From an optimization exercise on the open Yosys and OpenROAD flow, aimed at small area, a short achievable clock period and few clock cycles; shortcuts taken in it are not production practice. Where RTL was checked, it was by simulation tests only, not by an equivalence proof against the original. No functional check of the RTL was part of run 1. Power and IR drop assume default switching activity.

`flow/config.mk`:
```
export PLATFORM = sky130hd
export DESIGN_NAME = qser
export DESIGN_NICKNAME = qser
export VERILOG_FILES = /design/flow/design.v
export SDC_FILE = /design/flow/constraint.sdc
export NUM_CORES = 4
export LEC_CHECK = 0
export CAP_MARGIN = 20
export CORE_MARGIN = 2
export CORE_UTILIZATION = 45
export SETUP_SLACK_MARGIN = 5
export SLEW_MARGIN = 20
```
`flow/constraint.sdc`:
```
create_clock -name core_clock -period 10.0 [get_ports {clk}]
set_input_delay 2.0000 -clock core_clock [delete_from_list [all_inputs] [get_ports {clk}]]
set_output_delay 2.0000 -clock core_clock [all_outputs]
set_load 0.01 [all_outputs]
```
`flow/design.v`:
```
module qser (
    input  wire        clk,
    input  wire        rst,
    input  wire        req_valid,
    output wire        req_ready,
    input  wire [3:0]  req_op,
    input  wire [1:0]  req_gain,
    input  wire [1:0]  req_pol,
    input  wire [1:0]  req_addr,
    input  wire [1:0]  req_param,
    input  wire [31:0] req_a0,
    input  wire [31:0] req_a1,
    input  wire [31:0] req_a2,
    input  wire [31:0] req_a3,
    input  wire [31:0] req_a4,
    input  wire [15:0] req_r0,
    input  wire [15:0] req_r1,
    output wire        tx_valid,
    output wire [7:0]  tx_data,
    input  wire        tx_ready,
    output wire        rsp_valid,
    output wire [2:0]  rsp_kind,
    output wire [3:0]  rsp_reason
);
    localparam integer S   = 3;          
    localparam integer FQD = 4;          
    localparam [3:0] OP_DAC_INIT  = 4'h3;
    localparam [3:0] OP_DAC_WRITE = 4'h4;
    localparam [3:0] OP_DDS_TONE  = 4'h5;
    localparam [3:0] OP_DDS_RAMP  = 4'h6;
    localparam [3:0] OP_DDS_LOAD  = 4'h7;
    localparam [3:0] OP_DDS_RESET = 4'h8;
    localparam [3:0] OP_DDS_ROFF  = 4'h9;
    localparam [31:0] PHASE_FS  = 32'd360000;
    localparam [31:0] PHASE_OFS = 32'd2160000000;   
    localparam [31:0] REF_MIN   = 32'd2000000;
    localparam [31:0] REF_MAX   = 32'd3000000;
    localparam [2:0] RS_S0 = 3'd0, RS_S1 = 3'd1, RS_S2 = 3'd2, RS_S3 = 3'd3, RS_S4 = 3'd4,
                     RS_S5 = 3'd5, RS_S6 = 3'd6, RS_JOB = 3'd7;
    localparam [1:0] J_NORM  = 2'd0;
    localparam [1:0] J_PHASE = 2'd1;
    localparam [1:0] J_DAC   = 2'd2;
    reg        r_v;
    reg        rdy_q;
    reg        rdy_n;                    
    reg [2:0]  r_st;
    reg [3:0]  r_op;
    reg [1:0]  r_gain, r_pol, r_addr, r_param;
    reg [31:0] r_a0, r_a1, r_a2, r_a3, r_a4;
    reg [15:0] r_r0, r_r1;
    reg [2:0]  r_job;
    reg [31:0] r_sp;                     
    reg        f_a, f_b, f_c, f_d, f_z;   
    reg        f_ref, f_ovf;             
    reg        rsp_v_q;
    reg [2:0]  rsp_k_q;
    reg [3:0]  rsp_r_q;
    reg [2:0]  fq_op [0:FQD-1];
    reg [1:0]  fq_f1 [0:FQD-1];
    reg [1:0]  fq_f2 [0:FQD-1];
    reg [1:0]  fq_rd, fq_wr;
    reg [2:0]  fq_cnt;
    wire       fq_space = (fq_cnt != FQD);
    wire [31:0] ramp_fs = (r_param == 2'd1) ? PHASE_FS : r_a4;
    wire        dac_g2  = (r_gain == 2'd2);
    wire        dac_bip = r_pol[0];
    wire [33:0] sp_sx   = {{2{r_sp[31]}}, r_sp};
    wire [33:0] a0_sx   = {{2{r_a0[31]}}, r_a0};
    wire [33:0] dac_v   = dac_g2 ? sp_sx : a0_sx;
    wire [33:0] dac_fs  = dac_g2 ? {r_a3, 2'b00} :
                          (r_gain == 2'd1) ? {r_a1, 2'b00} : {1'b0, r_a1, 1'b0};
    localparam integer A_A1A0 = 0, A_A4A3 = 1, A_A2OF = 2, A_FSA1 = 3, A_SPA3 = 4,
                       A_SPA2 = 5, A_5A0  = 6, A_5SP  = 7, A_5A1  = 8, A_27A1 = 9,
                       A_FSV  = 10, A_N   = 11;
    reg [11:0] ak;
    wire [33:0] pa = ({34{ak[A_A1A0] | ak[A_5A1]}} & {2'd0, r_a1})
                   | ({34{ak[A_A4A3]}}             & {2'd0, r_a4})
                   | ({34{ak[A_A2OF]}}             & {2'd0, r_a2})
                   | ({34{ak[A_FSA1]}}             & {2'd0, ramp_fs})
                   | ({34{ak[A_SPA3] | ak[A_SPA2]}} & {2'd0, r_sp})
                   | ({34{ak[A_5A0]}}              & a0_sx)
                   | ({34{ak[A_5SP]}}              & sp_sx)
                   | ({34{ak[A_27A1]}}             & {r_a1[28:0], 5'd0})
                   | ({34{ak[A_FSV]}}              & dac_fs)
                   | ({34{ak[A_N]}}                & dac_v);
    wire [33:0] qa = ({34{ak[A_A1A0]}}             & ~{2'd0, r_a0})
                   | ({34{ak[A_A4A3] | ak[A_SPA3] | ak[A_27A1]}} & ~{2'd0, r_a3})
                   | ({34{ak[A_A2OF] & r_a2[31]}}  & {2'd0, PHASE_OFS})
                   | ({34{ak[A_FSA1]}}             & ~{2'd0, r_a1})
                   | ({34{ak[A_SPA2]}}             & ~{2'd0, r_a2})
                   | ({34{ak[A_5A0]}}              & {a0_sx[31:0], 2'b00})
                   | ({34{ak[A_5SP]}}              & {sp_sx[31:0], 2'b00})
                   | ({34{ak[A_5A1]}}              & {r_a1, 2'b00})
                   | ({34{ak[A_FSV]}}              & ~dac_v)
                   | ({34{ak[A_N] & dac_bip}}      & dac_fs);
    wire        ia = ak[A_A1A0] | ak[A_A4A3] | ak[A_FSA1] | ak[A_SPA3] | ak[A_SPA2] |
                     ak[A_27A1] | ak[A_FSV];
    wire [33:0] ya;
    qadd #(34) u_alu_a (.a(pa), .b(qa), .cin(ia), .s(ya), .cout());
    reg [2:0] dk;
    reg [3:0] dr;
    reg       d_now;      
    always @(*) begin
        dk = 3'd0; dr = 4'd0; d_now = 1'b0;
        case (r_op)
            OP_DAC_INIT: begin
                d_now = 1'b1;
                if (r_gain == 2'd3)      begin dk = 3'd4; dr = 4'd1; end
                else if (r_pol[1])       begin dk = 3'd5; dr = 4'd2; end
            end
            OP_DAC_WRITE: begin
                d_now = (r_st == RS_S6);
                if (r_addr == 2'd3)      begin dk = 3'd5; dr = 4'd3; end
                else if (r_gain == 2'd3) begin dk = 3'd4; dr = 4'd1; end
                else if (r_pol[1])       begin dk = 3'd5; dr = 4'd2; end
                else if (f_ref)          begin dk = 3'd1; dr = 4'd2; end
                else if (f_ovf || f_c || f_d) begin dk = 3'd1; dr = 4'd1; end
            end
            OP_DDS_TONE: begin
                d_now = (r_st == RS_S2);
                if (r_a1 == 32'd0 || r_a4 == 32'd0) begin dk = 3'd1; dr = 4'd2; end
                else if (f_a || f_b)     begin dk = 3'd1; dr = 4'd1; end
            end
            OP_DDS_RAMP: begin
                d_now = (r_st == RS_S4);
                if (r_param == 2'd3)     begin dk = 3'd5; dr = 4'd4; end
                else if (f_a || f_z)     begin dk = 3'd2; dr = 4'd1; end
                else if (f_c)            begin dk = 3'd2; dr = 4'd2; end
                else if (f_d)            begin dk = 3'd2; dr = 4'd3; end
                else if (r_param != 2'd1 && r_a4 == 32'd0) begin dk = 3'd1; dr = 4'd2; end
                else if (f_b)            begin dk = 3'd1; dr = 4'd1; end
            end
            OP_DDS_LOAD, OP_DDS_RESET, OP_DDS_ROFF: d_now = 1'b1;
            default: begin d_now = 1'b1; dk = 3'd6; dr = 4'd0; end
        endcase
    end
    reg [5:0]  jn_sel;      
    reg [3:0]  jd_sel;      
    reg [1:0]  jkind;
    reg [1:0]  jw;          
    reg        jlast;
    wire [31:0] jn = ({32{jn_sel[0]}} & r_a0) | ({32{jn_sel[1]}} & r_a1) |
                     ({32{jn_sel[2]}} & r_a2) | ({32{jn_sel[3]}} & r_a3) |
                     ({32{jn_sel[4]}} & {16'd0, r_r0}) | ({32{jn_sel[5]}} & {16'd0, r_r1});
    wire [31:0] jd = ({32{jd_sel[0]}} & r_a1) | ({32{jd_sel[1]}} & r_a4) |
                     ({32{jd_sel[2]}} & PHASE_FS) | ({32{jd_sel[3]}} & 32'd65536);
    reg [5:0] jn_sel_nx;
    reg [3:0] jd_sel_nx;
    reg [1:0] jkind_nx, jw_nx;
    reg       jlast_nx;
    reg [3:0] jop;
    reg [1:0] jpar;
    reg [2:0] jjob;
    always @(*) begin
        jn_sel_nx = 6'b000001; jd_sel_nx = 4'b0001; jkind_nx = J_NORM; jw_nx = 2'd0; jlast_nx = 1'b1;
        case (jop)
            OP_DAC_WRITE: begin
                jkind_nx = J_DAC; jw_nx = 2'd1;
            end
            OP_DDS_TONE: begin
                jlast_nx = (jjob == 3'd2);
                case (jjob)
                    3'd0:    begin jn_sel_nx = 6'b000001; jd_sel_nx = 4'b0001; jw_nx = 2'd0; end
                    3'd1:    begin jn_sel_nx = 6'b000100; jd_sel_nx = 4'b0100; jkind_nx = J_PHASE; jw_nx = 2'd1; end
                    default: begin jn_sel_nx = 6'b001000; jd_sel_nx = 4'b0010; jw_nx = 2'd2; end
                endcase
            end
            default: begin   
                jlast_nx  = (jjob == 3'd5);
                jd_sel_nx = (jpar == 2'd1) ? 4'b0100 : 4'b0010;
                jw_nx     = (jpar == 2'd0) ? 2'd2 : (jpar == 2'd1) ? 2'd1 : 2'd0;
                case (jjob)
                    3'd0:    jn_sel_nx = 6'b000001;
                    3'd1:    jn_sel_nx = 6'b000010;
                    3'd2:    jn_sel_nx = 6'b000100;
                    3'd3:    jn_sel_nx = 6'b001000;
                    3'd4:    begin jn_sel_nx = 6'b010000; jd_sel_nx = 4'b1000; jw_nx = 2'd1; end
                    default: begin jn_sel_nx = 6'b100000; jd_sel_nx = 4'b1000; jw_nx = 2'd1; end
                endcase
            end
        endcase
    end
    reg [3:0]  j_steps;
    reg [31:0] j_rem;
    reg [15:0] j_nlo;
    reg [2:0]  j_mask;
    always @(*) begin
        if (jkind == J_PHASE) begin
            j_steps = 4'd10; j_rem = jn >> 14; j_nlo = {jn[13:0], 2'b00}; j_mask = 3'b000;
        end else if (jw == 2'd1) begin
            j_steps = 4'd6;  j_rem = jn >> 2;  j_nlo = {jn[1:0], 14'd0};  j_mask = 3'b001;
        end else if (jw == 2'd0) begin
            j_steps = 4'd5;  j_rem = jn >> 1;  j_nlo = {jn[0], 15'd0};    j_mask = 3'b011;
        end else begin
            j_steps = 4'd11; j_rem = jn >> 1;  j_nlo = {jn[0], 15'd0};    j_mask = 3'b011;
        end
    end
    reg        dv_busy;     
    reg        dv_first;    
    reg        dv_done;     
    reg [3:0]  dv_cnt;
    reg [1:0]  dv_kind;
    reg        dv_sat;
    reg [2:0]  dv_mask;
    reg [31:0] rem;
    reg [15:0] nlo;
    reg [31:0] m1;          
    reg [33:0] m3;          
    reg [34:0] m5, m7;      
    reg [39:0] bcd;
    wire [34:0] x = {rem, nlo[15:13]};
    wire [34:0] mult [1:7];
    assign mult[1] = {3'd0, m1};
    assign mult[2] = {2'd0, m1, 1'b0};
    assign mult[3] = {1'd0, m3};
    assign mult[4] = {1'd0, m1, 2'b0};
    assign mult[5] = m5;
    assign mult[6] = {m3, 1'b0};
    assign mult[7] = m7;
    wire [34:0] df [1:7];
    wire [7:1]  ge;
    genvar gk;
    generate
        for (gk = 1; gk < 8; gk = gk + 1) begin : sub
            qadd #(35) u_sub (.a(x), .b(~mult[gk]), .cin(1'b1), .s(df[gk]), .cout(ge[gk]));
        end
    endgenerate
    wire [7:0]  sel = {ge[7], ge[6:1] & ~ge[7:2], ~ge[1]};
    wire [2:0]  qd  = {ge[4], ge[6] | (ge[2] & ~ge[4]),
                       ge[7] | (ge[5] & ~ge[6]) | (ge[3] & ~ge[4]) | (ge[1] & ~ge[2])};
    wire [31:0] rem_nx = ({32{sel[0]}} & x[31:0])      | ({32{sel[1]}} & df[1][31:0]) |
                         ({32{sel[2]}} & df[2][31:0])  | ({32{sel[3]}} & df[3][31:0]) |
                         ({32{sel[4]}} & df[4][31:0])  | ({32{sel[5]}} & df[5][31:0]) |
                         ({32{sel[6]}} & df[6][31:0])  | ({32{sel[7]}} & df[7][31:0]);
    wire [2:0] qbits = (dv_sat ? 3'b111 : qd) & dv_mask;
    function [39:0] dd_adj(input [39:0] b);
        integer t;
        reg [3:0] d;
        begin
            for (t = 0; t < 10; t = t + 1) begin
                d = b[4*t +: 4];
                dd_adj[4*t+3] = d[3] | (d[2] & (d[1] | d[0]));
                dd_adj[4*t+2] = (d[3] & d[0]) | (d[2] & ~d[1] & ~d[0]);
                dd_adj[4*t+1] = (d[3] & ~d[0]) | (~d[2] & d[1]) | (d[1] & d[0]);
                dd_adj[4*t+0] = (~d[3] & ~d[2] & d[0]) | (d[2] & d[1] & ~d[0]) | (d[3] & ~d[0]);
            end
        end
    endfunction
    wire [39:0] bcd_src = dv_first ? 40'd0 : bcd;
    wire [39:0] bcd_a0  = dd_adj(bcd_src);
    wire [39:0] bcd_s1  = {bcd_a0[38:0], qbits[2]};
    wire [39:0] bcd_a1  = dd_adj(bcd_s1);
    wire [39:0] bcd_s2  = {bcd_a1[38:0], qbits[1]};
    wire [39:0] bcd_a2  = dd_adj(bcd_s2);
    wire [39:0] bcd_nx  = {bcd_a2[38:0], qbits[0]};
    reg [2:0] mask_nx;
    always @(*) begin
        mask_nx = 3'b111;
        if (dv_kind == J_PHASE) begin
            if (dv_cnt > 4'd7)       mask_nx = 3'b000;
            else if (dv_cnt == 4'd7) mask_nx = 3'b001;
        end else if (dv_kind == J_DAC && dv_cnt == 4'd2) begin
            mask_nx = 3'b100;
        end
    end
    reg [39:0] fe0, fe1;
    reg [3:0]  ft0, ft1;
    reg [1:0]  fe_cnt;
    wire       fe_space = (fe_cnt != 2'd2);
    reg [3:0] bcd_top;
    integer q;
    always @(*) begin
        bcd_top = 4'd0;
        for (q = 1; q < 10; q = q + 1)
            if (bcd[4*q +: 4] != 4'd0) bcd_top = q;
    end
    wire [33:0] jd3;
    wire [34:0] jd5, jd7;
    qadd #(34) u_m3 (.a({2'd0, jd}), .b({1'd0, jd, 1'b0}), .cin(1'b0), .s(jd3), .cout());
    qadd #(35) u_m5 (.a({3'd0, jd}), .b({1'd0, jd, 2'b0}), .cin(1'b0), .s(jd5), .cout());
    qadd #(35) u_m7 (.a({jd, 3'b0}), .b(~{3'd0, jd}), .cin(1'b1), .s(jd7), .cout());
    wire fe_push = dv_done && fe_space;
    wire dv_step = dv_busy && !(dv_first && dv_done && !fe_space);
    wire dv_last = dv_step && (dv_cnt == 4'd1);
    wire dv_free = !dv_busy || dv_last;
    wire dv_take = dv_free && r_v && (r_st == RS_JOB);
    reg        ob_v, sk_v;
    reg [7:0]  ob_d, sk_d;
    reg [4:0]  g_pos;
    reg        g_in;
    reg [3:0]  g_dig;
    wire [2:0] h_op = fq_op[fq_rd];
    wire [1:0] h_f1 = fq_f1[fq_rd];
    wire [1:0] h_f2 = fq_f2[fq_rd];
    localparam [2:0] F_INIT = 3'd0, F_WRITE = 3'd1, F_TONE = 3'd2, F_RAMP = 3'd3,
                     F_LOAD = 3'd4, F_RESET = 3'd5, F_ROFF = 3'd6;
    reg [7:0] c_pol, c_gain, c_addr, c_param;
    always @(*) begin
        c_pol   = h_f1[0] ? "b" : "u";
        c_gain  = (h_f2 == 2'd0) ? "1" : (h_f2 == 2'd1) ? "2" : "3";
        c_addr  = (h_f1 == 2'd0) ? "a" : (h_f1 == 2'd1) ? "b" : "c";
        c_param = (h_f1 == 2'd0) ? "f" : (h_f1 == 2'd1) ? "p" : "a";
    end
    reg       t_fld, t_last;
    reg [7:0] t_byte;
    always @(*) begin
        t_fld = 1'b0; t_last = 1'b0; t_byte = "!";
        case (h_op)
            F_INIT:
                case (g_pos)
                    5'd0: t_byte = "D";
                    5'd1: t_byte = "s";
                    5'd2: t_byte = c_pol;
                    5'd3: t_byte = c_gain;
                    default: t_last = 1'b1;
                endcase
            F_WRITE:
                case (g_pos)
                    5'd0: t_byte = "D";
                    5'd1: t_byte = "w";
                    5'd2: t_byte = c_addr;
                    5'd3: t_fld  = 1'b1;
                    default: t_last = 1'b1;
                endcase
            F_TONE:
                case (g_pos)
                    5'd0: t_byte = "d";
                    5'd1: t_byte = "p";
                    5'd2, 5'd4, 5'd6: t_fld = 1'b1;
                    5'd3, 5'd5: t_byte = ",";
                    default: t_last = 1'b1;
                endcase
            F_RAMP:
                case (g_pos)
                    5'd0, 5'd5: t_byte = "d";
                    5'd1, 5'd6: t_byte = "o";
                    5'd2: t_byte = "s";
                    5'd3, 5'd8: t_byte = c_param;
                    5'd4: t_byte = "!";
                    5'd7: t_byte = "p";
                    5'd9, 5'd11, 5'd13, 5'd15, 5'd17, 5'd19: t_fld = 1'b1;
                    5'd10, 5'd12, 5'd14, 5'd16, 5'd18: t_byte = ",";
                    default: t_last = 1'b1;
                endcase
            F_LOAD:
                case (g_pos)
                    5'd0: t_byte = "d";
                    5'd1: t_byte = "l";
                    default: t_last = 1'b1;
                endcase
            F_RESET:
                case (g_pos)
                    5'd0: t_byte = "d";
                    5'd1: t_byte = "r";
                    default: t_last = 1'b1;
                endcase
            default:
                case (g_pos)
                    5'd0: t_byte = "d";
                    5'd1: t_byte = "o";
                    5'd2: t_byte = "x";
                    default: t_last = 1'b1;
                endcase
        endcase
    end
    wire [3:0] g_sel   = g_in ? g_dig : ft0;
    wire [3:0] g_digit = fe0[4*g_sel +: 4];
    wire g_can    = !sk_v && (fq_cnt != 3'd0);
    wire g_fld_ok = (fe_cnt != 2'd0);
    wire g_push   = g_can && (!t_fld || g_fld_ok);
    wire [7:0] g_byte = t_fld ? {4'h3, g_digit} : t_byte;
    wire fe_pop   = g_can && t_fld && g_fld_ok && (g_sel == 4'd0);
    wire fq_pop   = g_can && !t_fld && t_last;
    wire accept  = req_valid && rdy_q;
    wire decide  = r_v && (r_st != RS_JOB) && d_now && fq_space;
    reg [2:0] st_nx;
    always @(*) begin
        st_nx = r_st;
        if (rdy_q)
            st_nx = RS_S0;
        else if (decide)
            st_nx = RS_JOB;
        else if (r_v && r_st != RS_JOB && !d_now)
            st_nx = (r_op == OP_DAC_WRITE && r_st == RS_S0 && !dac_g2) ? RS_S4 : r_st + 3'd1;
    end
    wire [3:0] op_nx = rdy_q ? req_op : r_op;
    always @(*) begin
        jop  = op_nx;
        jpar = rdy_q ? req_param : r_param;
        jjob = rdy_q ? 3'd0 : (dv_take ? r_job + 3'd1 : r_job);
    end
    reg [11:0] ak_nx;
    always @(*) begin
        ak_nx = 12'd0;
        case (op_nx)
            OP_DDS_TONE:
                case (st_nx)
                    RS_S0: ak_nx[A_A1A0] = 1'b1;
                    RS_S1: ak_nx[A_A4A3] = 1'b1;
                    RS_S2: ak_nx[A_A2OF] = 1'b1;
                    default: ;
                endcase
            OP_DDS_RAMP:
                case (st_nx)
                    RS_S0: ak_nx[A_A1A0] = 1'b1;
                    RS_S1: ak_nx[A_FSA1] = 1'b1;
                    RS_S2: ak_nx[A_SPA3] = 1'b1;
                    RS_S3: ak_nx[A_SPA2] = 1'b1;
                    default: ;
                endcase
            OP_DAC_WRITE:
                case (st_nx)
                    RS_S0: ak_nx[A_5A0]  = 1'b1;
                    RS_S1: ak_nx[A_5SP]  = 1'b1;
                    RS_S2: ak_nx[A_5A1]  = 1'b1;
                    RS_S3: ak_nx[A_27A1] = 1'b1;
                    RS_S4: ak_nx[A_FSV]  = 1'b1;
                    RS_S5: ak_nx[A_N]    = 1'b1;
                    default: ;
                endcase
            default: ;
        endcase
    end
    wire has_job = (r_op == OP_DAC_WRITE) || (r_op == OP_DDS_TONE) || (r_op == OP_DDS_RAMP);
    wire fq_push = decide && (dk == 3'd0);
    wire r_free  = (decide && (dk != 3'd0 || !has_job)) || (dv_take && jlast);
    reg [2:0] fq_new_op;
    always @(*) begin
        case (r_op)
            OP_DAC_INIT:  fq_new_op = F_INIT;
            OP_DAC_WRITE: fq_new_op = F_WRITE;
            OP_DDS_TONE:  fq_new_op = F_TONE;
            OP_DDS_RAMP:  fq_new_op = F_RAMP;
            OP_DDS_LOAD:  fq_new_op = F_LOAD;
            OP_DDS_RESET: fq_new_op = F_RESET;
            default:      fq_new_op = F_ROFF;
        endcase
    end
    wire [1:0] fq_new_f1 = (r_op == OP_DAC_INIT) ? r_pol : (r_op == OP_DAC_WRITE) ? r_addr : r_param;
    always @(posedge clk) begin
        begin
            rsp_v_q <= decide;
            if (decide) begin
                rsp_k_q <= dk;
                rsp_r_q <= dr;
            end
            r_st   <= st_nx;
            ak     <= ak_nx;
            jn_sel <= jn_sel_nx;
            jd_sel <= jd_sel_nx;
            jkind  <= jkind_nx;
            jw     <= jw_nx;
            jlast  <= jlast_nx;
            f_z  <= (r_sp == 32'd0);
            if (rdy_q) begin
                r_job   <= 3'd0;
                r_op    <= req_op;
                r_gain  <= req_gain;
                r_pol   <= req_pol;
                r_addr  <= req_addr;
                r_param <= req_param;
                r_a0    <= req_a0;
                r_a1    <= req_a1;
                r_a2    <= req_a2;
                r_a3    <= req_a3;
                r_a4    <= req_a4;
                r_r0    <= req_r0;
                r_r1    <= req_r1;
            end
            if (accept) begin
                r_v     <= 1'b1;
                rdy_q   <= 1'b0;
                rdy_n   <= 1'b1;
            end else if (!rdy_q) begin
                if (r_free) begin
                    r_v   <= 1'b0;
                    rdy_q <= 1'b1;
                    rdy_n <= 1'b0;
                end
                if (dv_take)
                    r_job <= r_job + 3'd1;
                if (r_v) begin
                    case (r_op)
                        OP_DDS_TONE:
                            if (r_st == RS_S0) f_a <= ya[33];
                            else if (r_st == RS_S1) f_b <= ya[33];
                            else if (decide) r_a2 <= ya[31:0];
                        OP_DDS_RAMP:
                            case (r_st)
                                RS_S0: begin
                                    r_sp <= ya[31:0];
                                    f_a  <= ya[33];
                                end
                                RS_S1: f_b <= ya[33];
                                RS_S2: f_c <= ya[33];
                                RS_S3: f_d <= ya[33];
                                default: ;
                            endcase
                        OP_DAC_WRITE:
                            case (r_st)
                                RS_S0: begin
                                    r_sp  <= ya[31:0];
                                    f_ref <= (r_a1 < REF_MIN) || (r_a1 > REF_MAX);
                                    f_ovf <= (r_a0[31:25] != {7{r_a0[31]}});
                                end
                                RS_S1: r_sp <= ya[31:0];
                                RS_S2: r_a3 <= ya[31:0];
                                RS_S3: r_a3 <= ya[31:0];
                                RS_S4: f_d  <= ya[33];
                                RS_S5: begin
                                    f_c  <= ya[33];
                                    r_a0 <= ya[31:0];
                                    r_a1 <= dac_bip ? dac_fs[32:1] << 2 : dac_fs[31:0];
                                end
                                default: ;
                            endcase
                        default: ;
                    endcase
                end
            end
            if (fq_push) begin
                fq_op[fq_wr] <= fq_new_op;
                fq_f1[fq_wr] <= fq_new_f1;
                fq_f2[fq_wr] <= r_gain;
                fq_wr <= fq_wr + 2'd1;
            end
            if (fq_pop) fq_rd <= fq_rd + 2'd1;
            fq_cnt <= fq_cnt + (fq_push ? 3'd1 : 3'd0) - (fq_pop ? 3'd1 : 3'd0);
            if (dv_step) begin
                dv_cnt   <= dv_cnt - 4'd1;
                dv_first <= 1'b0;
                dv_mask  <= mask_nx;
                rem      <= rem_nx;
                nlo      <= nlo << 3;
                bcd      <= bcd_nx;
            end
            if (fe_push) dv_done <= 1'b0;
            if (dv_last) begin
                dv_busy <= 1'b0;
                dv_done <= 1'b1;
            end
            if (dv_take) begin
                dv_busy  <= 1'b1;
                dv_first <= 1'b1;
                dv_cnt   <= j_steps;
                dv_kind  <= jkind;
                dv_sat   <= (jkind != J_PHASE) && (jn == jd);
                dv_mask  <= j_mask;
                rem      <= j_rem;
                nlo      <= j_nlo;
                m1       <= jd;
                m3       <= jd3;
                m5       <= jd5;
                m7       <= jd7;
            end
            if (fe_pop) begin
                fe0 <= fe1;
                ft0 <= ft1;
            end
            if (fe_push) begin
                if (fe_cnt == 2'd0 || (fe_cnt == 2'd1 && fe_pop)) begin
                    fe0 <= bcd;
                    ft0 <= bcd_top;
                end else begin
                    fe1 <= bcd;
                    ft1 <= bcd_top;
                end
            end
            fe_cnt <= fe_cnt + (fe_push ? 2'd1 : 2'd0) - (fe_pop ? 2'd1 : 2'd0);
            if (g_push) begin
                if (t_fld) begin
                    if (g_sel == 4'd0) begin
                        g_in  <= 1'b0;
                        g_pos <= g_pos + 5'd1;
                    end else begin
                        g_in  <= 1'b1;
                        g_dig <= g_sel - 4'd1;
                    end
                end else if (t_last) begin
                    g_pos <= 5'd0;
                end else begin
                    g_pos <= g_pos + 5'd1;
                end
            end
            if (ob_v && tx_ready) begin
                if (sk_v) begin
                    ob_d <= sk_d;
                    sk_v <= 1'b0;
                end else if (g_push) begin
                    ob_d <= g_byte;
                end else begin
                    ob_v <= 1'b0;
                end
            end else if (!ob_v) begin
                if (g_push) begin
                    ob_v <= 1'b1;
                    ob_d <= g_byte;
                end
            end else if (g_push) begin
                sk_v <= 1'b1;
                sk_d <= g_byte;
            end
        end
        if (rst) begin
            r_v     <= 1'b0;
            rdy_q   <= 1'b1;
            rdy_n   <= 1'b0;
            rsp_v_q <= 1'b0;
            fq_rd   <= 2'd0;
            fq_wr   <= 2'd0;
            fq_cnt  <= 3'd0;
            dv_busy <= 1'b0;
            dv_done <= 1'b0;
            fe_cnt  <= 2'd0;
            ob_v    <= 1'b0;
            sk_v    <= 1'b0;
            g_pos   <= 5'd0;
            g_in    <= 1'b0;
        end
    end
    assign req_ready  = !rdy_n;
    assign tx_valid   = ob_v;
    assign tx_data    = ob_d;
    assign rsp_valid  = rsp_v_q;
    assign rsp_kind   = rsp_k_q;
    assign rsp_reason = rsp_r_q;
endmodule
module qadd #(parameter integer W = 32) (
    input  wire [W-1:0] a,
    input  wire [W-1:0] b,
    input  wire         cin,
    output wire [W-1:0] s,
    output wire         cout
);
    localparam integer NB = (W + 1) / 2;
    localparam integer L  = (NB <= 2) ? 1 : (NB <= 4) ? 2 : (NB <= 8) ? 3 : (NB <= 16) ? 4 : 5;
    wire [W-1:0] p  = a ^ b;
    wire [W-1:0] g0 = a & b;
    wire [W-1:0] g  = {g0[W-1:1], g0[0] | (p[0] & cin)};
    wire [W-1:0] ig, ip;
    genvar i, l, k;
    generate
        for (i = 0; i < W; i = i + 1) begin : grp
            if (i % 2 == 0) begin : first
                assign ig[i] = g[i];
                assign ip[i] = p[i];
            end else begin : rest
                assign ig[i] = g[i] | (p[i] & ig[i-1]);
                assign ip[i] = p[i] & ip[i-1];
            end
        end
    endgenerate
    wire [NB-1:0] kg [0:L];
    wire [NB-1:0] kp [0:L];
    generate
        for (k = 0; k < NB; k = k + 1) begin : blk
            assign kg[0][k] = ig[(2*k+1 < W) ? 2*k+1 : W-1];
            assign kp[0][k] = ip[(2*k+1 < W) ? 2*k+1 : W-1];
        end
        for (l = 0; l < L; l = l + 1) begin : lvl
            for (k = 0; k < NB; k = k + 1) begin : node
                if (k >= (1 << l)) begin : comb
                    assign kg[l+1][k] = kg[l][k] | (kp[l][k] & kg[l][k - (1 << l)]);
                    assign kp[l+1][k] = kp[l][k] & kp[l][k - (1 << l)];
                end else begin : pass
                    assign kg[l+1][k] = kg[l][k];
                    assign kp[l+1][k] = kp[l][k];
                end
            end
        end
    endgenerate
    wire [W:0] c;
    assign c[0] = cin;
    generate
        for (i = 1; i <= W; i = i + 1) begin : car
            if (i % 2 == 0) begin : edge_c
                assign c[i] = kg[L][i/2 - 1];
            end else if (i < 2) begin : low
                assign c[i] = ig[i-1];
            end else begin : mid
                assign c[i] = ig[i-1] | (ip[i-1] & kg[L][i/2 - 1]);
            end
        end
    endgenerate
    assign s    = p ^ c[W-1:0];
    assign cout = c[W];
endmodule
```
`flow/flow/run.sh`:
```
#!/bin/bash
set -o pipefail
bash standard.sh finish SETUP_SLACK_MARGIN=6 > standard.log 2>&1
```
`flow/standard.sh`:
```
#!/bin/bash
# synth_recipe.tcl (not shown) runs the flow's synth.tcl, then flattens the netlist and writes it again
# the make line also repeats each setting of config.mk as NAME=value (left out here)
make -C /OpenROAD-flow-scripts/flow DESIGN_CONFIG=/design/flow/config.mk WORK_HOME=/design/flow/orfs CLKGATE_MAP_FILE= SYNTH_SCRIPT=/design/flow/synth_recipe.tcl "${@:-finish}"
```
==> reports/metrics.cfg, run 1 <==
[clocking]
tritoncts = built
clk_path_buf_depth = 3
cts_root_buf = clkbuf_16
h-tree-depth = 3
cts_inserted_buffers = 83
clock_latency_ns = 0.71
clk_pin_slew_ns = 0.06
cts.sinks = 669

[synthesis]
yosysWarnings = 3
synth_seq_area_share_pct = 35.2
synth.area.mux_share_pct = 3.87
synth-simple-area-share_pct = 12.3
synthAdderAreaFrac_pct = 16.2
synth-edff-count = 432
synth_compound_area_share_pct = 23.5
ys_types = 91
ys_ff_latch = 669
synthesis.area_um2 = 50300
synth_top_family_by_area = compound AO/OA/AOI/OAI gates
syn_avg_cell_area_um2 = 9.30
syn_inst = 5412
synth_flop_cell = edfxtp_1
async_flop_share_pct = 0
synthXorXnorAreaFrac_pct = 3.78

[detailed_routing]
drt_pass1_iterations = 8
wirelength_um = 208000
drt_iter0_markers = 6665
viasPerCell = 6.45
postRouteAntennaNets = 0
drc_errors = 0
vias = 48400
wl_per_cell_um = 27.7

[setup_path]
critPathMaxFanout = 35
start_kind = register
critPathRequiredTime_ns = 10.53
crit_path_end_kind = register
critPathLaunch = ak[6]
rr_worst_depth = 21
setup.worst_path.end = r_a3[15]
rr_startpoint = ak[6]
cp_data_arrival_time_ns = 5.34
ff2ff_setup_slack_ns = 5.19
timing.rr.end = r_a3[15]
path_class = reg2reg

[sta]
fin_tns_setup_ns = 0
fin_crit_sh_pct = 48.1
slew_viol_final = 0
rsz0062_at_grt = yes
final_hold_viol_count = 0
max_freq_mhz = 208
fin_crit_ns = 4.81
setup_viol = 0
tightest_slew_ns = 1.34
skew_ns = 0.0682
slew_headroom_pct = 10.7

[status]
status = complete, no violations

[power_and_ir_drop]
ir_worst_vdd_mv = 0.149
p_total_mw = 9.83
leakagePower_nw = 26.3
powerDensity_nw_per_um2 = 152

[floorplan]
start_util_pct = 45.4
dieWidth_um = 338
core_um2 = 111000
die_y_um = 338
num_rows = 122
die_area_um2 = 115000
io_pins = 226

[placed_design]
place_hpwl_um = 142000
gp_congestion = 0.968
port_buffers = 224

[hold_path]
min_path_type = reg2reg

[global_routing]
grt-ovfl-total = 0
grt_use_total_pct = 34.6
antenna_found_initial = 17
grt_pass1_wl_um = 300000
grt_pass1_vias = 45300
grt_max_degree = 138

[final_layout]
finalNetCount = 6703
fill_cells = 9578
synthToLayoutAreaGrowth_pct = 28.8
drive_gt1_share_pct = 20.8

[run]
max_cap_violations = 0

-- cell families after synthesis --
logic type / count (synthesis)
other: 1
muxes: 182
AOI/OAI and AO/OA: 1777
xor gates and xnor gates: 217
adders and majority gates: 550
buffers and inverters: 673
and+or+nand+nor: 1343
DFF: 669
-- state kept, by name, summed over array words and instances, names as in the netlist, 16 cells and up, named ones only --
register and count:
bcd 40, fe0 40, fe1 40, m7 34
m5 33, m1 32, m3 32, r_a0 32
r_a1 32, r_a2 32, r_a3 32, r_a4 32
r_sp 32, rem 32, r_r0 16, r_r1 16
-- where the power goes --
part	switching [mW]	internal (mW)
Clock	1.35	1.88
Combinational	1.73	1.36
Sequential	0.290	3.22
Total	3.37	6.46
-- worst min-delay path by stage --
stage / startpoint / endpoint / slack, ns / depth (start not counted)
after floorplan: jkind[1] / dv_kind[1] / 0.42 / 0
after global placement: r_a1[2] / r_a1[2] / 0.47 / 2
after detailed placement: jkind[1] / dv_kind[1] / 0.47 / 0
after CTS: jkind[1] / dv_kind[1] / 0.49 / 0
after global routing: jkind[1] / dv_kind[1] / 0.51 / 0
final: r_a1[2] / r_a1[2] / 0.49 / 2
-- cells in the final DEF (no fill, tap or decap), types with 160 or more instances in the layout --
master and count:
o21ai_0 331, mux2i_1 160, dfxtp_1 199, nor2_1 311, a21oi_1 348, clkdlybuf4s50_1 224
edfxtp_1 432, ha_1 330, inv_1 338, buf_4 343, nand2_1 470
-- area by class of cell --
cell class              instances  area (um^2)  area share, %
repair inverters                3         21.3         0.0328
clock buffers                 123         2520           3.88
multi-input cells            4076        33200           51.2
well taps                    1488         1860           2.87
diodes                          9         22.5         0.0347
clock inverters                33          434          0.670
inverters                     378         1510           2.33
flip-flops and latches        669        17800           27.4
repair buffers                736         7460           11.5
-- through the flow --
stage / cells / cell area, um^2 / utilization, % / hold WS [ns] / setup WS (ns)
finish: 7515 / 64800 / 58.5 / 0.491 / 5.19
floorplan: 5412 / 50600 / - / 0.422 / 5.53
global placement: 6913 / 54300 / 49.0 / 0.467 / 3.99
CTS: 7334 / 61900 / 55.9 / 0.486 / 5.27
detailed placement: 6914 / 54300 / 49.0 / 0.469 / 3.89
global route: 7506 / 64800 / 58.5 / 0.514 / 5.08
-- worst max-delay path, stage by stage, from the launching register on --
cell and delay [ns]:
dfxtp_1 0.33, buf_12 0.18, a22oi_1 0.52, nand3_1 0.21, a21oi_1 0.21, nand3_2 0.14, ha_4 0.19, or4_4 0.48
o211ai_1 0.18, buf_4 0.16, buf_4 0.11, buf_6 0.08, buf_6 0.08, a21oi_2 0.04, or2_4 0.24, buf_6 0.12
a21o_1 0.14, a21o_1 0.19, fa_2 0.43, xnor2_4 0.24, nor2_1 0.06, a221o_1 0.26
-- metal layers --
layer / up-vias / track usage (%) / wire, um / part of all wire (%)
li1: 21200 / - / - / -
met1: 23400 / 47.1 / 82600 / 40
met2: 3055 / 51.4 / 88000 / 42
met3: 738 / 8.37 / 25100 / 12
met4: 8 / 17.1 / 12800 / 6.1
met5: - / 0 / 59 / 0.028
-- timing repair --
| action | CTS | global route |
|---|---|---|
| pin swaps | 193 | 207 |
| hold buffers | 0 | 0 |
| buffers inserted | 243 | 166 |
| resized for setup | 540 | 301 |
| setup endpoints to repair | 385 | 308 |
| cloned | 21 | 4 |
-- cell usage after synthesis, drive strengths merged (39+ instances only) --
| cell type | instances | area share, % |
|---|---|---|
| inv | 373 | 2.8 |
| a21o | 95 | 1.4 |
| nand3 | 89 | 0.88 |
| a221oi | 80 | 1.4 |
| nor2 | 335 | 2.5 |
| ha | 380 | 9.4 |
| a221o | 40 | 0.80 |
| nand2b | 81 | 1.0 |
| o221ai | 39 | 0.68 |
| clkbuf | 249 | 1.9 |
| o22ai | 83 | 1.0 |
| a31oi | 50 | 0.65 |
| nor2b | 50 | 0.62 |
| a22oi | 169 | 2.5 |
| a21oi | 394 | 3.9 |
| dfxtp | 237 | 9.4 |
| or2 | 41 | 0.51 |
| a211oi | 70 | 1.1 |
| mux2i | 165 | 3.3 |
| o21ai | 398 | 4.0 |
| xor2 | 102 | 1.8 |
| o211ai | 60 | 0.89 |
| o21bai | 40 | 0.60 |
| edfxtp | 432 | 26 |
| buf | 46 | 0.44 |
| nor3 | 75 | 0.77 |
| o21a | 43 | 0.64 |
| nor4 | 41 | 0.51 |
| nand2 | 489 | 3.6 |
| fa | 168 | 6.7 |
| xnor2 | 115 | 2.0 |
==> run 2: changes to the inputs <==
--- a/flow/design.v
+++ b/flow/design.v
@@ -68,5 +68,3 @@
     wire [33:0] a0_sx   = {{2{r_a0[31]}}, r_a0};
-    wire [33:0] dac_v   = dac_g2 ? sp_sx : a0_sx;
-    wire [33:0] dac_fs  = dac_g2 ? {r_a3, 2'b00} :
-                          (r_gain == 2'd1) ? {r_a1, 2'b00} : {1'b0, r_a1, 1'b0};
+    wire [33:0] dac_fs  = {2'd0, r_a3};
     localparam integer A_A1A0 = 0, A_A4A3 = 1, A_A2OF = 2, A_FSA1 = 3, A_SPA3 = 4,
@@ -84,3 +82,3 @@
                    | ({34{ak[A_FSV]}}              & dac_fs)
-                   | ({34{ak[A_N]}}                & dac_v);
+                   | ({34{ak[A_N]}}                & sp_sx);
     wire [33:0] qa = ({34{ak[A_A1A0]}}             & ~{2'd0, r_a0})
@@ -93,3 +91,3 @@
                    | ({34{ak[A_5A1]}}              & {r_a1, 2'b00})
-                   | ({34{ak[A_FSV]}}              & ~dac_v)
+                   | ({34{ak[A_FSV]}}              & ~sp_sx)
                    | ({34{ak[A_N] & dac_bip}}      & dac_fs);
@@ -184,3 +182,3 @@
     reg [31:0] j_rem;
-    reg [15:0] j_nlo;
+    reg [2:0]  j_xlo;
     reg [2:0]  j_mask;
@@ -188,9 +186,9 @@
         if (jkind == J_PHASE) begin
-            j_steps = 4'd10; j_rem = jn >> 14; j_nlo = {jn[13:0], 2'b00}; j_mask = 3'b000;
+            j_steps = 4'd10; j_rem = jn >> 14; j_xlo = jn[13:11];      j_mask = 3'b000;
         end else if (jw == 2'd1) begin
-            j_steps = 4'd6;  j_rem = jn >> 2;  j_nlo = {jn[1:0], 14'd0};  j_mask = 3'b001;
+            j_steps = 4'd6;  j_rem = jn >> 2;  j_xlo = {jn[1:0], 1'b0}; j_mask = 3'b001;
         end else if (jw == 2'd0) begin
-            j_steps = 4'd5;  j_rem = jn >> 1;  j_nlo = {jn[0], 15'd0};    j_mask = 3'b011;
+            j_steps = 4'd5;  j_rem = jn >> 1;  j_xlo = {jn[0], 2'b00};    j_mask = 3'b011;
         end else begin
-            j_steps = 4'd11; j_rem = jn >> 1;  j_nlo = {jn[0], 15'd0};    j_mask = 3'b011;
+            j_steps = 4'd11; j_rem = jn >> 1;  j_xlo = {jn[0], 2'b00};    j_mask = 3'b011;
         end
@@ -205,3 +203,3 @@
     reg [31:0] rem;
-    reg [15:0] nlo;
+    reg [2:0]  xlo;         
     reg [31:0] m1;          
@@ -210,3 +208,3 @@
     reg [39:0] bcd;
-    wire [34:0] x = {rem, nlo[15:13]};
+    wire [34:0] x = {rem, xlo};
     wire [34:0] mult [1:7];
@@ -255,2 +253,14 @@
     wire [39:0] bcd_nx  = {bcd_a2[38:0], qbits[0]};
+    reg [2:0] xlo_nx;
+    always @(*) begin
+        xlo_nx = 3'b000;
+        if (dv_kind == J_PHASE)
+            case (dv_cnt)
+                4'd10:   xlo_nx = r_a2[10:8];
+                4'd9:    xlo_nx = r_a2[7:5];
+                4'd8:    xlo_nx = r_a2[4:2];
+                4'd7:    xlo_nx = {r_a2[1:0], 1'b0};
+                default: xlo_nx = 3'b000;
+            endcase
+    end
     reg [2:0] mask_nx;
@@ -286,4 +296,4 @@
     wire dv_take = dv_free && r_v && (r_st == RS_JOB);
-    reg        ob_v, sk_v;
-    reg [7:0]  ob_d, sk_d;
+    reg        ob_v;
+    reg [7:0]  ob_d;
     reg [4:0]  g_pos;
@@ -367,3 +377,3 @@
     wire [3:0] g_digit = fe0[4*g_sel +: 4];
-    wire g_can    = !sk_v && (fq_cnt != 3'd0);
+    wire g_can    = (!ob_v || tx_ready) && (fq_cnt != 3'd0);
     wire g_fld_ok = (fe_cnt != 2'd0);
@@ -501,3 +511,8 @@
                                 RS_S0: begin
-                                    r_sp  <= ya[31:0];
+                                    if (dac_g2) begin
+                                        r_sp <= ya[31:0];
+                                    end else begin
+                                        r_sp <= r_a0;
+                                        r_a3 <= r_gain[0] ? {r_a1[29:0], 2'b00} : {r_a1[30:0], 1'b0};
+                                    end
                                     f_ref <= (r_a1 < REF_MIN) || (r_a1 > REF_MAX);
@@ -507,3 +522,3 @@
                                 RS_S2: r_a3 <= ya[31:0];
-                                RS_S3: r_a3 <= ya[31:0];
+                                RS_S3: r_a3 <= {ya[29:0], 2'b00};
                                 RS_S4: f_d  <= ya[33];
@@ -512,3 +527,3 @@
                                     r_a0 <= ya[31:0];
-                                    r_a1 <= dac_bip ? dac_fs[32:1] << 2 : dac_fs[31:0];
+                                    r_a1 <= dac_bip ? {r_a3[30:0], 1'b0} : r_a3;
                                 end
@@ -533,3 +548,3 @@
                 rem      <= rem_nx;
-                nlo      <= nlo << 3;
+                xlo      <= xlo_nx;
                 bcd      <= bcd_nx;
@@ -549,3 +564,3 @@
                 rem      <= j_rem;
-                nlo      <= j_nlo;
+                xlo      <= j_xlo;
                 m1       <= jd;
@@ -584,19 +599,7 @@
             end
-            if (ob_v && tx_ready) begin
-                if (sk_v) begin
-                    ob_d <= sk_d;
-                    sk_v <= 1'b0;
-                end else if (g_push) begin
-                    ob_d <= g_byte;
-                end else begin
-                    ob_v <= 1'b0;
-                end
-            end else if (!ob_v) begin
-                if (g_push) begin
-                    ob_v <= 1'b1;
-                    ob_d <= g_byte;
-                end
-            end else if (g_push) begin
-                sk_v <= 1'b1;
-                sk_d <= g_byte;
+            if (g_push) begin
+                ob_v <= 1'b1;
+                ob_d <= g_byte;
+            end else if (tx_ready) begin
+                ob_v <= 1'b0;
             end
@@ -615,3 +618,2 @@
             ob_v    <= 1'b0;
-            sk_v    <= 1'b0;
             g_pos   <= 5'd0;
==> flow/run.sh (new file) <==
#!/bin/bash
# synth_recipe.tcl (not shown) runs the flow's synth.tcl, then flattens the netlist and writes it again
# the make line also repeats each setting of config.mk as NAME=value (left out here)
make -C /OpenROAD-flow-scripts/flow DESIGN_CONFIG=/design/flow/config.mk WORK_HOME=/design/flow/orfs CLKGATE_MAP_FILE= SYNTH_SCRIPT=/design/flow/synth_recipe.tcl finish
removed: flow/flow/run.sh
removed: flow/standard.sh
==> run 2 against run 1 <==
Against the previous run:
- still clean
- critical path depth is 3 lower
- area after synthesis is 1.4% lower
- sequential power is 4% lower
- sequential cell count is 20 lower
- non-clock buffer count is 382 lower
- count of clock-buffer cells in the layout is 20 lower
- fmax is 5.1% lower
- cell count is 5.1% lower
- wire length is 7.9% lower
- critical endpoint is now r_a3[29]
- highest routed layer is now met4
==> reports/metrics.cfg, run 2 <==
[final_layout]
reg_top3 = bcd (40), fe0 (40), fe1 (40)
final_area_um2 = 57100
drive_gt1_share_pct = 8.46
finalNetCount = 6344
final_common_cell = a21oi_1
layout.cells.non_filler = 7130
layout_common_cells = a21oi_1 (506), nand2_1 (496), nor2_1 (445)
synthToLayoutAreaGrowth_pct = 15.0

[sta]
rsz0062_at_grt = yes
final_hold_viol_count = 0
skew_ns = 0.0534
fin_tns_setup_ns = 0
slew_headroom_pct = 19.0
tightest_slew_ns = 1.21
fin_crit_ns = 5.07
fin_crit_sh_pct = 50.7
max_freq_mhz = 197
setup_slack_ns = 4.93
slew_viol_final = 0
setup_viol = 0

[setup_path]
max_stage_delay_ns = 0.46
cpMaxStageDelayCell = or3_4
critPathRequiredTime_ns = 10.51
crit_path_end_kind = register
path_buf_inv = 2
crit_chain = or3_4 -> or2_4 -> buf_4 -> a221o_1 -> ha_1 -> nand3_1 -> a211oi_4 -> o2111ai_4 -> a41oi_4 -> a221oi_4 -> o21ai_2 -> inv_1 -> fa_1 -> xnor2_1 -> a222oi_1 -> nor2_1 -> a211oi_2 -> a21oi_1
critical-path-top-delay-family = compound AO/OA/AOI/OAI gates
cp_data_arrival_time_ns = 5.58
path_class = reg2reg
start_kind = register
critPathMaxFanout = 7

[global_routing]
grt_max_degree = 91
top_usage_layer = met2
antenna_found_initial = 4
grt_pass1_wl_um = 279000
use_met1_pct = 45.2
grt_use_total_pct = 33.1
grt_use_met2_pct = 50.1
grt_pass1_vias = 42100
met3_usage_pct = 7.55
grt-ovfl-total = 0

[detailed_routing]
vias = 44900
drc_errors = 0
wirelength_um = 192000
viasPerCell = 6.30
drt_pass1_iterations = 9
postRouteAntennaNets = 0
drt_iter0_markers = 5406
wl_per_cell_um = 26.9

[floorplan]
die_y_um = 336
io_pins = 226
num_rows = 121
dieWidth_um = 336
core_um2 = 109000
die_area_um2 = 113000
start_util_pct = 45.5

[clocking]
clk_path_buf_depth = 3
clk_pin_slew_ns = 0.06
hold_buffers = 0
cts_root_buf = clkbuf_16
tritoncts = built
cts.sinks = 649
h-tree-depth = 3
cts_inserted_buffers = 78
clock_latency_ns = 0.70

[run]
max_cap_violations = 0

[synthesis]
synth_flop_cell = edfxtp_1
syn_inst = 5461
syn_avg_cell_area_um2 = 9.09
synth_top_area_cell = edfxtp_1
synth-edff-count = 413
synth_top_cell_area_share_pct = 25.0
synth_area_leaders = edfxtp_1 (25%), ha_1 (9.6%), dfxtp_1 (9.5%)
yosysMostFrequentCell = a21oi_1
synthesis.area_um2 = 49700
synthTopCellsByCount = a21oi_1 (516), nand2_1 (501), nor2_1 (449)
yosysWarnings = 3
ys_ff_latch = 649
synth_seq_area_share_pct = 34.5
ys_types = 87
async_flop_share_pct = 0

[placed_design]
place_hpwl_um = 143000
postPlaceCellArea_um2 = 53300
placed_cells = 6940
port_buffers = 223
preCtsSetupSlack_ns = 3.99
gp_congestion = 0.997

[status]
status = complete, no violations

[power_and_ir_drop]
leakagePower_nw = 23.0
powerDensity_nw_per_um2 = 150
ir_worst_vdd_mv = 0.122

[hold_path]
min_path_type = reg2reg

run 2: kinds of logic (layout without fill, tap and decap cells):
| logic type | count (synthesis) | after routing | synth area share (%) |
|---|---|---|---|
| AO/OA/AOI/OAI | 1710 | 1710 | 22.5 |
| XOR/XNOR | 219 | 219 | 3.86 |
| adder cells (fa/ha/maj) | 549 | 549 | 16.4 |
| buffers and inverters | 686 | 875 | 5.23 |
| flip-flops | 649 | 649 | 34.5 |
| multiplexers | 203 | 203 | 4.39 |
| other | 1 | 3 | 0.00755 |
| AND/OR/NAND/NOR | 1444 | 1446 | 13.2 |
run 2: worst paths after layout:
kind	start	endpoint	slack, ns	depth (start not counted)
worst max-delay path	ak[5]	r_a3[29]	4.93	18
worst min-delay path	dv_busy	dv_done	0.49	2
worst max register to register	ak[5]	r_a3[29]	4.93	18
worst min register to register	dv_busy	dv_done	0.49	2
run 2: timing repair:
action / CTS / global route
setup endpoints to repair: 119 / 85
pin swaps: 18 / 50
gates cloned: 4 / 1
setup buffers: 15 / 23
endpoints found under the hold margin: 0 / 0
gates resized for setup: 56 / 83
run 2: layout make-up:
cell class / instances / area [um^2]
multi-input cells: 4129 / 30500
clock buffers: 103 / 2170
diodes: 1 / 2.50
repair buffers: 354 / 3410
flip-flops and latches: 649 / 17100
well taps: 1476 / 1850
inverters: 376 / 1430
clock inverters: 42 / 539
fillers: 10100 / 52100
run 2: where the power goes:
part,leakage (nW),internal [mW],switching (mW)
clock network,1.31,1.76,1.27
registers,5.76,3.07,0.293
logic,15.9,0.880,1.29
run 2: routing by layer:
metal | wire length, um | share of wire (%) | vias up
met1 | 80300 | 42 | 21700
met4 | 9620 | 5.0 | 0
met3 | 19200 | 10 | 467
li1 | - | - | 20400
met2 | 82800 | 43 | 2398
met5 | 0 | 0 | -
run 2: worst min-delay path: stages, from the launching register on:
cell	delay, ns
dfxtp_1	0.32
nand3_1	0.07
a21oi_1	0.06
run 2: per-stage QoR:
stage / hold slack, ns / total power [mW] / util, %
after CTS: 0.488 / 8.47 / 51.7
after global routing: 0.513 / 8.88 / 52.3
after floorplan: 0.422 / 4.61 / -
after global placement: 0.468 / 5.40 / 48.8
final: 0.489 / 8.56 / 52.3
after detailed placement: 0.476 / 5.42 / 48.8
Testbench counts of run 2, summed over its fixed seeds: cycles 45,453.
==> run 3: changes to the inputs <==
--- a/flow/config.mk
+++ b/flow/config.mk
@@ -9,3 +9,3 @@
 export CORE_MARGIN = 2
-export CORE_UTILIZATION = 45
+export CORE_UTILIZATION = 55
 export SETUP_SLACK_MARGIN = 5
==> run 3 against run 2 <==
Against the previous run:
- total power shrank 0.80%
- global-route usage is 5.6 points higher
- clock power barely moved
- non-clock buffer count shrank 28
- area after synthesis unchanged
- highest routed layer is now met5
- still clean
- critical path depth fell by 4
- first-iteration DRC count up 4.1%
- synthesized cell count is the same
==> reports/metrics.cfg, run 3 <==
[global_routing]
grt_pass1_wl_um = 272000
antenna_found_initial = 7
grt-ovfl-total = 0
grt_use_total_pct = 38.8
grt_pass1_vias = 42100
grt_max_degree = 101

[setup_path]
cp_data_arrival_time_ns = 5.37
path_class = reg2reg
start_kind = register
crit_chain = ha_1 -> inv_1 -> fa_1 -> a211oi_1 -> nor2_1 -> a21oi_1 -> o31ai_2 -> a31oi_1 -> a31o_2 -> buf_4 -> nor2_1 -> buf_4 -> a2111oi_0 -> a31oi_1
critPathRequiredTime_ns = 10.39
crit_path_end_kind = register
cpMaxStageDelayCell = a31oi_1
max_stage_delay_ns = 0.78
critPathMaxFanout = 18

[synthesis]
synth_top_cell_area_share_pct = 25.0
synth_seq_area_share_pct = 34.5
syn_avg_cell_area_um2 = 9.09
synthTopCellsByCount = a21oi_1 (516), nand2_1 (501), nor2_1 (449)
yosysMostFrequentCell = a21oi_1
yosysWarnings = 3
synth-edff-count = 413
async_flop_share_pct = 0
synth_area_leaders = edfxtp_1 (25%), ha_1 (9.6%), dfxtp_1 (9.5%)
syn_inst = 5461
synthesis.area_um2 = 49700
synth_top_area_cell = edfxtp_1
synth_flop_cell = edfxtp_1
ys_types = 87
ys_ff_latch = 649

[status]
status = complete, no violations

[floorplan]
io_pins = 226
num_rows = 110
start_util_pct = 55.3
core_um2 = 89700
die_y_um = 304
die_area_um2 = 92700
dieWidth_um = 304

[detailed_routing]
drc_errors = 0
drt_iter0_markers = 5625
wl_per_cell_um = 27.0
drt_pass1_iterations = 8
wirelength_um = 184000
postRouteAntennaNets = 0
viasPerCell = 6.62
vias = 45100

[final_layout]
fill_cells = 7748
final_common_cell = a21oi_1
finalNetCount = 6317
utilization_pct = 62.8
layout_common_cells = a21oi_1 (510), nand2_1 (496), nor2_1 (446)
synthToLayoutAreaGrowth_pct = 13.5
multiInputGateArea_um2 = 30500
reg_top3 = bcd (40), fe0 (40), fe1 (40)
regArea_um2 = 17200
drive_gt1_share_pct = 7.82

[power_and_ir_drop]
p_total_mw = 8.49
ir_worst_vdd_mv = 0.136
pwr-share-clk_pct = 35.7
p_sw_mw = 2.76
powerDensity_nw_per_um2 = 151
comb_power_share_pct = 24.7
p_int_mw = 5.73
leakagePower_nw = 22.8
pwr-share-seq_pct = 39.7
sw_frac_of_total_pct = 32.5

[placed_design]
gp_congestion = 1.02
place_hpwl_um = 137000
port_buffers = 223

[sta]
fin_tns_setup_ns = 0
tightest_slew_ns = 1.26
final_hold_viol_count = 0
fin_crit_sh_pct = 49.8
max_freq_mhz = 201
skew_ns = 0.0311
fin_crit_ns = 4.98
hold_slack_ns = 0.477
slew_viol_final = 0
rsz0062_at_grt = yes
setup_viol = 0
slew_headroom_pct = 16.3

[clocking]
tritoncts = built
clk_path_buf_depth = 3
h-tree-depth = 3
cts_inserted_buffers = 79
cts.sinks = 649
clk_pin_slew_ns = 0.06
hold_buffers = 0
clock_latency_ns = 0.67
cts_root_buf = clkbuf_16

[run]
max_cap_violations = 0

[hold_path]
min_path_type = reg2reg

## run 3: critical path: cells and delay by family, from the launching register on
kind,cells,cell delay (ns)
AOI/OAI and AO/OA,7,2.60
adders and majority gates,2,0.65
buffers and inverters,3,0.71
DFF,1,0.46
and+or+nand+nor,2,0.25
## run 3: cell families (layout without fill, tap and decap cells)
kind of cell / count (synthesis) / after routing / synth area share, %
compound gates: 1710 / 1710 / 22.5
xor+xnor: 219 / 219 / 3.86
fa+ha+maj: 549 / 549 / 16.4
buf+inv: 686 / 848 / 5.23
flops: 649 / 649 / 34.5
mux: 203 / 203 / 4.39
other cells: 1 / 3 / 0.00755
simple gates: 1444 / 1446 / 13.2
## run 3: worst paths after layout
check,startpoint,end,slack (ns),depth (start not counted)
hold reg to reg,jkind[0],dv_kind[0],0.48,0
hold / removal,jkind[0],dv_kind[0],0.48,0
setup / recovery,m1[0],rem[19],5.02,14
setup reg to reg,m1[0],rem[19],5.02,14
## run 3: layout make-up
class	count	share of cell area [%]
clock inverters	34	0.693
flip-flops and latches	649	30.4
clock buffers	112	4.08
well taps	1176	2.61
repair buffers	326	5.53
inverters	376	2.56
diodes	1	0.00444
multi-input cells	4129	54.1
## run 3: what timing repair did
action	in CTS	in global routing
pin swaps	5	25
endpoints found under the setup margin	165	125
cloned	2	0
setup buffers	5	21
gates resized for setup	45	82
## run 3: layer usage
metal | up-vias | part of all wire (%) | global-route usage (%)
met5 | - | 0.082 | 0
met4 | 14 | 5.5 | 17.9
met3 | 634 | 11 | 10.1
met2 | 2601 | 42 | 57.4
met1 | 21500 | 41 | 53.2
li1 | 20300 | - | -
## run 3: stage by stage
stage	cell area, um^2	worst slack [ns]	instances
final	56300	5.02	6803
after global placement	52800	3.47	6623
after detailed placement	52800	3.46	6624
after global routing	56300	4.94	6802
after floorplan	49700	5.12	5462
after CTS	55700	4.96	6777
## run 3: power groups by stage
stage	registers (mW)	clock network, mW	logic [mW]
floorplan	3.21	0	1.40
global placement	3.39	0	1.95
detailed placement	3.39	0	1.98
CTS	3.34	3.05	2.01
global route	3.36	3.14	2.29
finish	3.37	3.03	2.09
==> run 4: changes to the inputs <==
--- a/flow/config.mk
+++ b/flow/config.mk
@@ -9,3 +9,3 @@
 export CORE_MARGIN = 2
-export CORE_UTILIZATION = 55
+export CORE_UTILIZATION = 62
 export SETUP_SLACK_MARGIN = 5
==> run 4 against run 3 <==
Against the previous run:
- largest power group unchanged
- via count rose by 2.6%
- clock skew rose by 0.0056 ns
- cell count shrank 1.9%
- worst hold slack got worse by 0.012 ns
- clock power down 3%
==> reports/metrics.cfg, run 4 <==
[floorplan]
start_util_pct = 62.8
dieWidth_um = 287
num_rows = 103
core_um2 = 79100
io_pins = 226
die_y_um = 287
die_area_um2 = 82400

[sta]
skew_ns = 0.0367
tightest_slew_ns = 1.24
fin_crit_ns = 4.93
rsz0062_at_grt = yes
fin_crit_sh_pct = 49.3
setup_viol = 0
final_hold_viol_count = 0
slew_viol_final = 0
max_freq_mhz = 203
fin_tns_setup_ns = 0
slew_headroom_pct = 17.5

[clocking]
h-tree-depth = 3
clock_latency_ns = 0.66
tritoncts = built
clk_path_buf_depth = 3
cts_root_buf = clkbuf_16
cts_inserted_buffers = 76
cts.sinks = 649
hold_buffers = 0
clk_pin_slew_ns = 0.06

[detailed_routing]
drc_errors = 0
drt_pass1_iterations = 17
wl_per_cell_um = 27.5
viasPerCell = 6.93
vias = 46300
drt_iter0_markers = 6769
wirelength_um = 183000
postRouteAntennaNets = 0

[synthesis]
synthesis.area_um2 = 49700
synth_top_area_cell = edfxtp_1
synth-edff-count = 413
yosysMostFrequentCell = a21oi_1
ys_types = 87
yosysWarnings = 3
synth_seq_area_share_pct = 34.5
synth_flop_cell = edfxtp_1
synthTopCellsByCount = a21oi_1 (516), nand2_1 (501), nor2_1 (449)
synth_area_leaders = edfxtp_1 (25%), ha_1 (9.6%), dfxtp_1 (9.5%)
ys_ff_latch = 649
async_flop_share_pct = 0
syn_avg_cell_area_um2 = 9.09
synth_top_cell_area_share_pct = 25.0
syn_inst = 5461

[setup_path]
max_stage_delay_ns = 0.81
crit_chain = ha_1 -> nand4_1 -> nor2_1 -> nand2_1 -> a311oi_1 -> nor3_4 -> o21ai_1 -> nand2_2 -> buf_4 -> o22ai_1 -> a221oi_1 -> a32oi_1
ff2ff_setup_slack_ns = 5.07
start_kind = register
cpMaxStageDelayCell = a311oi_1
critPathMaxFanout = 18
path_class = reg2reg
critPathRequiredTime_ns = 10.48
cp_data_arrival_time_ns = 5.41
crit_path_end_kind = register

[global_routing]
antenna_found_initial = 13
grt_pass1_vias = 44000
grt_pass1_wl_um = 273000
grt_max_degree = 101
grt_use_total_pct = 43.8
grt-ovfl-total = 0

[status]
status = complete, no violations

[final_layout]
multiInputGateArea_um2 = 30400
regArea_um2 = 17100
reg_top3 = bcd (40), fe0 (40), fe1 (40)
synthToLayoutAreaGrowth_pct = 12.8
final_common_cell = a21oi_1
drive_gt1_share_pct = 7.83
layout.cells.non_filler = 6673
fill_cells = 6169
finalNetCount = 6315
layout_common_cells = a21oi_1 (510), nand2_1 (498), nor2_1 (445)

[run]
max_cap_violations = 0

[placed_design]
place_hpwl_um = 135000
placed_cells = 6496
port_buffers = 223
gp_congestion = 1.07

[power_and_ir_drop]
ir_worst_vdd_mv = 0.131
leakagePower_nw = 22.7
powerDensity_nw_per_um2 = 151

[hold_path]
min_path_type = reg2reg

[run 4: cell counts after synthesis]
Identical to the previous run, type by type.
[run 4: area by class of cell]
class / instances / share of cell area (%)
diodes: 1 / 0.00447
clock buffers: 95 / 3.63
clock inverters: 46 / 0.998
inverters: 376 / 2.55
multi-input cells: 4129 / 54.3
flip-flops and latches: 649 / 30.6
well taps: 1050 / 2.34
repair buffers: 327 / 5.58
[run 4: critical path, delay by kind of cell (launching register included)]
family	cells	cell delay [ns]
AO/OA/AOI/OAI	5	2.16
buffers and inverters	1	0.36
flip-flops	1	0.56
AND/OR/NAND/NOR	5	1.23
adder cells (fa/ha/maj)	1	0.43
[run 4: final timing paths]
check                     to  startpoint  depth (start not counted)
setup / recovery      rem[7]     rem[18]                         12
setup reg to reg      rem[7]     rem[18]                         12
hold / removal    dv_kind[0]    jkind[0]                          0
hold reg to reg   dv_kind[0]    jkind[0]                          0
[run 4: report_power, final]
group | switching (mW) | total (mW) | internal [mW] | leakage, nW
clock | 1.24 | 2.94 | 1.70 | 1.27
combinational | 1.28 | 2.13 | 0.855 | 15.7
sequential | 0.298 | 3.37 | 3.07 | 5.76
[run 4: repair_timing]
action	in CTS	in global routing
resized for setup	50	57
setup buffers	10	20
gates cloned	2	1
hold endpoints to repair	0	0
pin swaps	8	32
setup endpoints to repair	109	63
[run 4: kinds of logic after synthesis]
logic type                 share of synthesized area [%]
AOI/OAI and AO/OA                                   22.5
xor gates and xnor gates                            3.86
adders and majority gates                           16.4
buffers and inverters                               5.23
DFF                                                 34.5
muxes                                               4.39
other                                            0.00755
and+or+nand+nor                                     13.2
[run 4: metal layers]
layer	track usage [%]	wire, um	share of wire (%)	vias up
met5	0	115	0.063	-
met4	23.3	11900	6.5	16
met3	12.9	24000	13	765
li1	-	-	-	20400
met1	57.7	69000	38	21900
met2	65.3	78300	43	3225
[run 4: stage by stage]
stage	total power [mW]	util [%]	hold WS, ns	instance area, um^2	setup WS, ns
final	8.45	70.8	0.466	56000	5.07
after floorplan	4.61	-	0.422	49700	5.12
after global routing	8.72	70.8	0.486	56000	4.92
after global placement	5.33	66.5	0.433	52700	4.23
after CTS	8.30	70.2	0.461	55600	4.97
after detailed placement	5.38	66.5	0.438	52700	4.17

separate check: timing with driven ports:
In the flow no input, the clock included, has a driving cell. The finished layouts below were timed again as built, in two steps. Step 1 assumes that a clkbuf_16 drives the clock port and a buf_2 every other input. Step 2 adds t to the input delays and takes it off the output delays; t is the mean of the earliest and latest rising clock arrival at the registers after step 1. Input paths then give back, and output paths get back, about the clock's delay inside the block. Slacks: no drivers / after step 1 / after step 2; pairs: no drivers / after step 1.
run | t (ns) | slack for setup (ns) | worst setup path at the end
run 1 | 0.761 | 5.187 / 5.187 / 5.187 | register to register
run 2 | 0.753 | 4.930 / 4.930 / 4.930 | register to register
run 3 | 0.736 | 5.024 / 5.024 / 4.968 | input to register
run 4 | 0.720 | 5.067 / 5.067 / 4.929 | input to register
After both steps setup and hold are still met in every run listed. For run 4, which loses most, drivers alone change the setup slack by 0.000 ns; drivers and shift together by -0.138 ns.
